From an optimization exercise on the open Yosys and OpenROAD flow, aimed at small area, a short achievable clock period and few clock cycles per item; shortcuts taken in it are not production practice. In this exercise RTL edits were held to simulation tests only and were not proved equivalent to the original. Power is estimated from default activity; no workload was simulated.

==> flow/design.v (excerpt) <==
module filtcore (
    input  wire        clk,
    input  wire        rst,
    input  wire        cmd_valid,
    output wire        cmd_ready,
    input  wire [31:0] cmd_word,
    output wire        rsp_valid,
    input  wire        rsp_ready,
    output wire [31:0] rsp_word,
    output wire [1:0]  err_sticky
);
    reg [15:0] al_l, al_h;       
    reg        cfg_l, cfg_h;
    reg [15:0] last_l, last_h;
    reg [5:0]  al_n;
    reg [3:0]  ash_n;
    reg        cfg_n;
    reg [9:0]  ls_n;             
    reg [1:0]  err_q;
    reg        va;               
    reg [1:0]  ua, oa;
    reg        ia;
    reg [15:0] xa;               
    reg [2:0]  sia;              
    reg        k_hi, k_mid, k_lo;    
    reg        ve;               
    reg        e_l, e_h, e_n;    
    reg        e_cin;            
    reg        e_fin;            
    reg        e_step;           
    reg        e_clr;            
    reg [1:0]  est;              
    reg [22:0] ep;               
    reg [6:0]  eb;               
    reg [15:0] ex;               
    reg        rv;               
    reg [1:0]  rs;
    reg [15:0] rr;               
    wire en = !rv || rsp_ready;
    wire [1:0]  cu = cmd_word[19:18];
    wire [1:0]  co = cmd_word[17:16];
    wire [15:0] cd = cmd_word[15:0];
    wire cill = (cmd_word[31:20] != 12'd0) || (cu == 2'd3) ||
                (co == 2'd3 && cd != 16'd0);
    wire p_go;
    wire a_rel;
    assign cmd_ready = !rst && (!va || a_rel);
    wire accept = cmd_valid && cmd_ready;
    always @(posedge clk) begin
        if (rst)
            va <= 1'b0;
        else if (accept)
            va <= 1'b1;
        else if (a_rel)
            va <= 1'b0;
    end
    wire        cw;
    wire [15:0] new_al;
  ...
==> flow/config.mk <==
export PLATFORM = sky130hd
export DESIGN_NAME = filtcore
export DESIGN_NICKNAME = filtcore
export VERILOG_FILES = /design/flow/design.v
export SDC_FILE = /design/flow/constraint.sdc
export NUM_CORES = 4
export LEC_CHECK = 0
export CAP_MARGIN = 5
export CORE_MARGIN = 2
export CORE_UTILIZATION = 60
export PLACE_DENSITY = 0.7
export SLEW_MARGIN = 5
==> flow/constraint.sdc <==
create_clock -name core_clock -period 14.0 [get_ports {clk}]
set_input_delay 2.8000 -clock core_clock [delete_from_list [all_inputs] [get_ports {clk}]]
set_output_delay 2.8000 -clock core_clock [all_outputs]
set_load 0.01 [all_outputs]
standard.sh (not shown) runs the stock make flow with config.mk's settings and CLKGATE_MAP_FILE= SYNTH_SCRIPT=/design/flow/synth_recipe.tcl, a recipe that flattens the netlist after the stock synthesis.
==> flow/flow/run.sh <==
#!/bin/bash
set -euo pipefail
bash standard.sh SETUP_SLACK_MARGIN=6 finish > standard.log 2>&1
Testbench counts at the start, summed over its fixed seeds: cycles 16,024, items 16,000.
==> next run, changes <==
CAP_MARGIN = 20   (was 5)
SLEW_MARGIN = 20   (was 5)
Power barely changes.
Combinational power barely changes.
Flip-flop and latch count does not change.
Design area is about the same.
Sequential share of layout area stays flat.
Count of clock-buffer cells in the layout stays the same.
Synthesized cell count is unchanged.

========
try-indigo:
filtcore, a different RTL version from the one above (not shown whole).
Size in the first run: about 2800 cells after synthesis, roughly 72 I/O pins.
==> flow/config.mk <==
export PLATFORM = sky130hd
export DESIGN_NAME = filtcore
export DESIGN_NICKNAME = filtcore
export VERILOG_FILES = /design/flow/design.v
export SDC_FILE = /design/flow/constraint.sdc
export NUM_CORES = 4
export LEC_CHECK = 0
export CAP_MARGIN = 20
export CORE_MARGIN = 2
export CORE_UTILIZATION = 60
export PLACE_DENSITY = 0.7
export SLEW_MARGIN = 20
==> flow/constraint.sdc <==
create_clock -name core_clock -period 14.0 [get_ports {clk}]
set_input_delay 2.8000 -clock core_clock [delete_from_list [all_inputs] [get_ports {clk}]]
set_output_delay 2.8000 -clock core_clock [all_outputs]
set_load 0.01 [all_outputs]
==> flow/flow/run.sh <==
#!/bin/bash
set -euo pipefail
bash standard.sh ADDER_MAP_FILE= SETUP_SLACK_MARGIN=7 finish > standard.log 2>&1
Looking at the reports, try-indigo completed the entire flow and the layout it produced met the timing, design-rule and antenna checks.
Testbench counts of try-indigo, summed over its fixed seeds: cycles 16,024, items 16,000.
Edits applied to the flow inputs when going from try-indigo to try-ember:
- a deleted PLACE_DENSITY that had been 0.7
- a change of CORE_UTILIZATION from 60 to 50
==> flow/flow/run.sh <==
#!/bin/bash
set -euo pipefail
bash standard.sh SETUP_SLACK_MARGIN=7.5 finish > standard.log 2>&1
--- outcome ---
try-ember reached the final stage; the timing, design-rule and antenna checks on its layout passed. Going from try-indigo to try-ember, overall global routing resource usage dropped 4.0 points; number of instances in the synthesized netlist dropped about 17%; worst setup skew after layout dropped 0.0043 ns; power climbed 50%. The final critical path time including I/O delays and setup of try-ember falls short of that of try-indigo by 1.56 ns. Compared with try-indigo, try-ember shows die boundary height that has gone up by a few percent. Sequential area share after synthesis ends up lower on try-indigo. Looking at try-indigo and try-ember, the wire length is a wash. Lower placed wire-length estimate after detailed placement goes to try-ember over try-indigo. When try-ember is measured against try-indigo, its design area turns out 4.2% higher. Compared with try-indigo, try-ember shows count of non-CTS buffers in the layout that has gone up by more than a quarter.
### try-ember -> try-lagoon
- putting PLACE_DENSITY at 0.7 where nothing was set
- swapping 50 for 60 in CORE_UTILIZATION
==> flow/flow/run.sh <==
#!/bin/bash
set -euo pipefail
bash standard.sh SETUP_SLACK_MARGIN=6 finish > standard.log 2>&1
### Flow results
Every run (try-lagoon and try-ember) finished clean.
Diff try-ember -> try-lagoon | global-route usage | increase of 3.1 points
Taking try-ember as the reference, in try-lagoon finished layout cell area now smaller; critical path data arrival time now larger; clock tree cell share of total cell area now larger; instance count on the critical path now larger.
Compared with try-ember, try-lagoon shows a lower net switching power figure.
Per the comparison of try-lagoon with try-ember, clock-buffer cell count moved up; fmax down 7.7 MHz.
Diff try-ember -> try-lagoon | number of buffers created by CTS | decrease of about 4%
Input changes introduced in try-amber (baseline for comparison: try-lagoon):
- swapping 0.7 for 0.75 in PLACE_DENSITY
- swapping 60 for 65 in CORE_UTILIZATION
==> flow/flow/run.sh <==
#!/bin/bash
set -euo pipefail
bash standard.sh SETUP_SLACK_MARGIN=6.5 finish > standard.log 2>&1
==> results.txt <==
try-amber completed; timing, DRC and antenna clean
Re headroom to the max-slew limit: try-amber is 2.0 points up on try-lagoon.
try-lagoon has a higher vertical die dimension than try-amber.
Global-route wire length before repair up 2.3% in try-amber wrt try-lagoon
Of try-amber and try-lagoon, the lower switching portion of total power belongs to try-lagoon.
Diff try-amber and try-lagoon: reg2reg setup slack higher in try-lagoon
try-amber: final area is 6.1% higher than what try-lagoon reported.
Going from try-lagoon to try-amber, critical path depth up about 7%, total power draw shows an increase of 12%, worst hold slack saw a decrease.

========
job 1276:
The RTL this note starts from:
==> flow/design.v <==
module bitwidth16 (
    input  wire [15:0] v,
    output reg  [4:0]  bits
);
    integer i;
    always @* begin
        bits = 5'd0;
        for (i = 0; i < 16; i = i + 1)
            if (v[i])
                bits = i + 1;
    end
endmodule
module filtcore (
    input  wire        clk,
    input  wire        rst,
    input  wire        cmd_valid,
    output wire        cmd_ready,
    input  wire [31:0] cmd_word,
    output wire        rsp_valid,
    input  wire        rsp_ready,
    output wire [31:0] rsp_word,
    output wire [1:0]  err_sticky
);
    reg        va;               
    reg [1:0]  ua;               
    reg [1:0]  oa;               
    reg        ia;               
    reg [15:0] xa;               
    reg [2:0]  sia;              
    reg        rv;               
    reg [1:0]  rs;
    reg [15:0] rr;
    reg [1:0]  err_q;
    reg [15:0] al_l, al_h;       
    reg [8:0]  oh_l, oh_h;       
    reg        big_l, big_h;     
    reg        cfg_l, cfg_h;
    reg [15:0] last_l, last_h;
    reg [5:0]  al_n;
    reg [3:0]  ash_n;
    reg        cfg_n;
    reg [9:0]  ls_n;             
    reg [1:0]  ph;               
    reg [15:0] acc;              
    wire done;
    wire out_free = !rv || rsp_ready;
    wire fire     = va && done && out_free;
    assign cmd_ready = !rst && (!va || fire);
    wire accept   = cmd_valid && cmd_ready;
    wire [1:0]  cu = cmd_word[19:18];
    wire [1:0]  co = cmd_word[17:16];
    wire [15:0] cd = cmd_word[15:0];
    wire cill = (cmd_word[31:20] != 12'd0) || (cu == 2'd3) ||
                (co == 2'd3 && cd != 16'd0);
    wire [4:0] cx_bits;
    bitwidth16 u_bw_x (.v(cd), .bits(cx_bits));
    wire [2:0]  csi = (cx_bits > 5'd10) ? cx_bits - 5'd10 : 3'd0;
    wire [15:0] cxs = cd >> csi;
    wire cnorm = (cu == 2'd2) && (co == 2'd1);
    always @(posedge clk) begin
        if (rst)
            va <= 1'b0;
        else if (accept)
            va <= 1'b1;
        else if (fire)
            va <= 1'b0;
    end
    always @(posedge clk) begin
        if (accept) begin
            ua  <= cu;
            oa  <= co;
            ia  <= cill;
            xa  <= cnorm ? {6'd0, cxs[9:0]} : cd;
            sia <= csi;
        end
    end
    wire basic   = !ua[1];
    wire is_init = oa == 2'd0;
    wire is_proc = oa == 2'd1;
    wire is_setc = oa == 2'd2;
    wire is_rst  = oa == 2'd3;
    wire [15:0] al_s  = ua[0] ? al_h  : al_l;
    wire [8:0]  oh_s  = ua[0] ? oh_h  : oh_l;
    wire        big_s = ua[0] ? big_h : big_l;
    wire        cfg_s = ua[1] ? cfg_n : (ua[0] ? cfg_h : cfg_l);
    wire [15:0] last_s = ua[0] ? last_h : last_l;
    wire step = !ia && is_proc && cfg_s;
    wire slow = step && basic && big_s;
    assign done = !slow || ph == 2'd2;
    reg [6:0] op_a, op_b;
    always @* begin
        if (!basic) begin
            op_a = {1'b0, al_n};
            op_b = 7'd64 - {1'b0, al_n};
        end else if (slow && ph == 2'd0) begin
            op_a = {5'd0, al_s[15:14]};
            op_b = {5'd0, oh_s[8:7]};
        end else if (slow && ph == 2'd1) begin
            op_a = al_s[13:7];
            op_b = oh_s[6:0];
        end else begin
            op_a = al_s[6:0];
            op_b = ~al_s[6:0];
        end
    end
    wire [15:0] op_l = basic ? last_s : {6'd0, ls_n};
    wire [22:0] t = op_a * xa + op_b * op_l + {acc, 7'd0};
    wire [15:0] yb = t[22:7];
    wire [15:0] hb = (xa >= yb) ? xa - yb : 16'd0;
    wire [15:0] s  = t[15:0];
    wire [4:0]  e  = {1'b0, ash_n} + {2'd0, sia};
    wire [31:0] sh = {16'd0, s} << e;
    wire [15:0] yn = (sh[31:22] != 10'd0) ? 16'hFFFF : sh[21:6];
    wire [4:0]  yn_bits;
    bitwidth16 u_bw_y (.v(yn), .bits(yn_bits));
    wire [2:0]  yn_sl = (yn_bits > 5'd10) ? yn_bits - 5'd10 : 3'd0;
    wire [15:0] yn_ls = yn >> yn_sl;
    wire [4:0]  raw_bits;
    bitwidth16 u_bw_raw (.v(xa), .bits(raw_bits));
    wire [3:0]  new_ash = (raw_bits > 5'd6) ? raw_bits - 5'd6 : 4'd0;
    wire [15:0] raw_sh  = xa >> new_ash;
    wire [15:0] new_al = xa + 16'd1;
    reg [1:0]  nst;
    reg [15:0] nres;
    always @* begin
        nst  = 2'd0;
        nres = 16'd0;
        if (ia)
            nst = 2'd1;
        else if (is_proc && !cfg_s)
            nst = 2'd2;
        else if (is_proc)
            nres = !basic ? yn : (ua[0] ? hb : yb);
    end
    wire wr_l = fire && !ia && ua == 2'd0;
    wire wr_h = fire && !ia && ua == 2'd1;
    wire wr_n = fire && !ia && ua == 2'd2;
    always @(posedge clk) begin
        if (!rst && (wr_l || wr_h) && (is_init || is_setc)) begin
            if (wr_l) begin
                al_l  <= new_al;
                oh_l  <= 9'd0 - new_al[15:7];
                big_l <= new_al[15:7] != 9'd0;
            end else begin
                al_h  <= new_al;
                oh_h  <= 9'd0 - new_al[15:7];
                big_h <= new_al[15:7] != 9'd0;
            end
        end
        if (!rst && wr_n && (is_init || is_setc)) begin
            al_n  <= raw_sh[5:0];
            ash_n <= new_ash;
        end
    end
    always @(posedge clk) begin
        if (rst) begin
            cfg_l  <= 1'b0;
            cfg_h  <= 1'b0;
            cfg_n  <= 1'b0;
            last_l <= 16'd0;
            last_h <= 16'd0;
            ls_n   <= 10'd0;
        end else begin
            if (wr_l) begin
                if (is_init || is_setc) cfg_l <= 1'b1;
                if (is_init || is_rst) last_l <= 16'd0;
                else if (step) last_l <= yb;
            end
            if (wr_h) begin
                if (is_init || is_setc) cfg_h <= 1'b1;
                if (is_init || is_rst) last_h <= 16'd0;
                else if (step) last_h <= yb;
            end
            if (wr_n) begin
                if (is_init || is_setc) cfg_n <= 1'b1;
                if (is_init || is_rst) ls_n <= 10'd0;
                else if (step) ls_n <= yn_ls[9:0];
            end
        end
    end
    always @(posedge clk) begin
        if (rst) begin
            ph  <= 2'd0;
            acc <= 16'd0;
        end else if (va && slow && !done) begin
            ph  <= ph + 2'd1;
            acc <= t[15:0];
        end else if (fire) begin
            ph  <= 2'd0;
            acc <= 16'd0;
        end
    end
    always @(posedge clk) begin
        if (rst) begin
            rv    <= 1'b0;
            rs    <= 2'd0;
            rr    <= 16'd0;
            err_q <= 2'd0;
        end else if (fire) begin
            rv <= 1'b1;
            rs <= nst;
            rr <= nres;
            if (nst == 2'd1) err_q[0] <= 1'b1;
            if (nst == 2'd2) err_q[1] <= 1'b1;
        end else if (rsp_ready) begin
            rv <= 1'b0;
        end
    end
    assign rsp_valid  = rv && !rst;
    assign rsp_word   = {14'd0, rs, rr};
    assign err_sticky = err_q;
endmodule
Settings: LEC_CHECK=0, CAP_MARGIN=20, CORE_MARGIN=2, CORE_UTILIZATION=40, SETUP_SLACK_MARGIN=0.8, SLEW_MARGIN=20; clock period 14.0 ns.
run.sh (not shown) runs the stock make flow with config.mk's settings and CLKGATE_MAP_FILE= SYNTH_SCRIPT=/design/flow/synth_recipe.tcl, a recipe that flattens the netlist after the stock synthesis.
Stock flow here: none of the scripts above is used.
Testbench counts of job 1276, summed over its fixed seeds: cycles 16,016, items 16,000.
The inputs of job 2987 differ from those of job 1276 as listed below.
# job 1276
export LEC_CHECK = 0
export CAP_MARGIN = 20
export CORE_MARGIN = 2
export CORE_UTILIZATION = 40
export SETUP_SLACK_MARGIN = 0.8
export SLEW_MARGIN = 20
create_clock -name core_clock -period 14.0 [get_ports {clk}]
# job 2987
export LEC_CHECK = 0
export CAP_MARGIN = 20
export CORE_MARGIN = 2
export CORE_UTILIZATION = 50
export SETUP_SLACK_MARGIN = 5
export SLEW_MARGIN = 20
create_clock -name core_clock -period 14.0 [get_ports {clk}]
--- outcome ---
When the final numbers for job 2987 and job 1276 were put side by side, the count of antenna diodes in the layout turned out to be smaller in job 2987. Summary of job 2987 over job 1276: internal power component up 45%; worst hold slack saw little to no change. Both conditions hold for job 2987: the flow ran to the end and the final layout passed the timing, design-rule and antenna checks. Between job 2987 and job 1276, the required time of the worst setup path does not differ in any meaningful way. Higher worst supply voltage drop on vdd goes to job 2987 over job 1276. Going from job 1276 to job 2987, the share of final layout cell area taken by clock buffers and inverters was found to have gone down by 0.28 points. Summary of job 2987 over job 1276: via density per instance climbed 0.21; final cell count climbed 58; design area climbed 2900 um2.

========
filtcore, a different RTL version from the one above (not shown whole).
Size: about 2700 cells after synthesis, ~190 flip-flops, about 72 I/O pins.
clock: 14.0 ns
lec_check: 0
abc_area: 1
cap_margin: 20
core_margin: 2
core_utilization: 70
place_density: 0.8
slew_margin: 20
standard.sh (not shown) runs the stock make flow with config.mk's settings and CLKGATE_MAP_FILE= SYNTH_SCRIPT=/design/flow/synth_recipe.tcl, a recipe that flattens the netlist after the stock synthesis.
==> flow/flow/run.sh <==
#!/bin/bash
set -euo pipefail
bash standard.sh SYNTH_ARGS=-noabc SETUP_SLACK_MARGIN=7.6 finish > standard.log 2>&1
The starting point went through all stages and came out clean.
Testbench counts at the start, summed over its fixed seeds: cycles 16,024, items 16,000.
Then changed:
==> flow/flow/run.sh (replaced) <==
#!/bin/bash
set -euo pipefail
bash standard.sh SYNTH_ARGS=-noabc 'BUFFER_PORTS_ARGS=-buffer_cell sky130_fd_sc_hd__buf_1' \
    SETUP_SLACK_MARGIN=7.6 finish > standard.log 2>&1
CORE_UTILIZATION = 60   (was 70)
GPL_TIMING_DRIVEN = 0   (was default)
PLACE_DENSITY = 0.7   (was 0.8)
Effect: Final area hardly moves. Synthesized cell count does not change. Wire length decreases by 6.4%. Global-route usage decreases by 7.0 points. Count of clock-buffer cells in the layout decreases by 1. Cell count increases by 3.7%.
Then changed:
==> flow/flow/run.sh (replaced) <==
#!/bin/bash
set -euo pipefail
bash standard.sh SETUP_SLACK_MARGIN=7.6 finish > standard.log 2>&1
GPL_TIMING_DRIVEN = default   (was 0)
Worst hold slack improved by 0.0072 ns.
Clock skew went up by 0.0097 ns.
Die area increases by 1.4%.
Final area grows by 3.8%.
Setup slack is worse by 0.0075 ns.
Synthesized cell count increases by 4.8%.
Utilization grows by 1.0 points.
Combinational power rose by about 10%.
Then changed:
==> flow/flow/run.sh (replaced) <==
#!/bin/bash
set -euo pipefail
bash standard.sh SYNTH_ARGS=-noabc SETUP_SLACK_MARGIN=7.6 finish > standard.log 2>&1
=> Sequential share of layout area is higher by 1.0 points. Total power went down by a little under a tenth. Final area is lower by a few percent. Register-to-register slack improves by 0.07 ns.
Then changed:
==> flow/flow/run.sh (replaced) <==
#!/bin/bash
set -euo pipefail
bash standard.sh SYNTH_ARGS=-noabc 'BUFFER_PORTS_ARGS=-buffer_cell sky130_fd_sc_hd__buf_1' \
    SETUP_SLACK_MARGIN=7.6 finish > standard.log 2>&1
The new run completed without violations.
Power grows by a few percent.
Clock-buffer cell count grows by 3.
Routed wire length grows by a few percent.
Hold slack stays flat.
Sequential cell count stays the same.
Cell count grows slightly.
Sequential power grows slightly.

[what the ideal ports hide]
The flow's constraints put no driver on any port. The routed layouts listed below were extracted and timed again, unchanged, in two steps.
Step 1 (the two cells are an assumption about what drives the block):
set clk [get_ports {clk}]
set_driving_cell -lib_cell sky130_fd_sc_hd__clkbuf_16 $clk
set_driving_cell -lib_cell sky130_fd_sc_hd__buf_2 [delete_from_list [all_inputs] $clk]
Step 2 adds t to the input delays and takes it off the output delays; t is the mean of the earliest and latest rising clock arrival at the registers after step 1. Input paths then give back, and output paths get back, about the clock's delay inside the block.
Three values: ideal, step 1, step 2; two values: the first two.
| run | t (ns) | setup WS [ns] | worst setup path after step 2 |
|---|---|---|---|
| the first run of note 1 | 0.499 | 6.136 / 6.136 / 6.136 | register to register |
| the second run of note 1 | 0.501 | 6.155 / 6.155 / 6.155 | register to register |
| try-indigo | 0.585 | 5.063 / 5.011 / 5.596 | register to output |
| try-ember | 0.579 | 6.622 / 6.622 / 6.622 | register to register |
| try-lagoon | 0.577 | 6.178 / 6.178 / 6.178 | register to register |
| try-amber | 0.587 | 5.934 / 5.934 / 5.934 | register to register |
| job 1276 | 0.496 | 1.468 / 1.468 / 1.468 | register to register |
| job 2987 | 0.494 | 3.545 / 3.545 / 3.545 | register to register |
| the first run of note 4 | 0.516 | 7.578 / 7.578 / 7.456 | input to register |
| the second run of note 4 | 0.521 | 7.701 / 7.658 / 7.658 | input to output |
| the third run of note 4 | 0.496 | 7.694 / 7.694 / 7.465 | input to register |
| the fourth run of note 4 | 0.496 | 7.763 / 7.763 / 7.547 | input to register |
| the fifth run of note 4 | 0.507 | 7.746 / 7.746 / 7.697 | input to register |
After both steps every run listed still meets setup and hold. For the third run of note 4, which loses most, drivers alone change the setup slack by 0.000 ns; drivers and shift together by -0.229 ns.
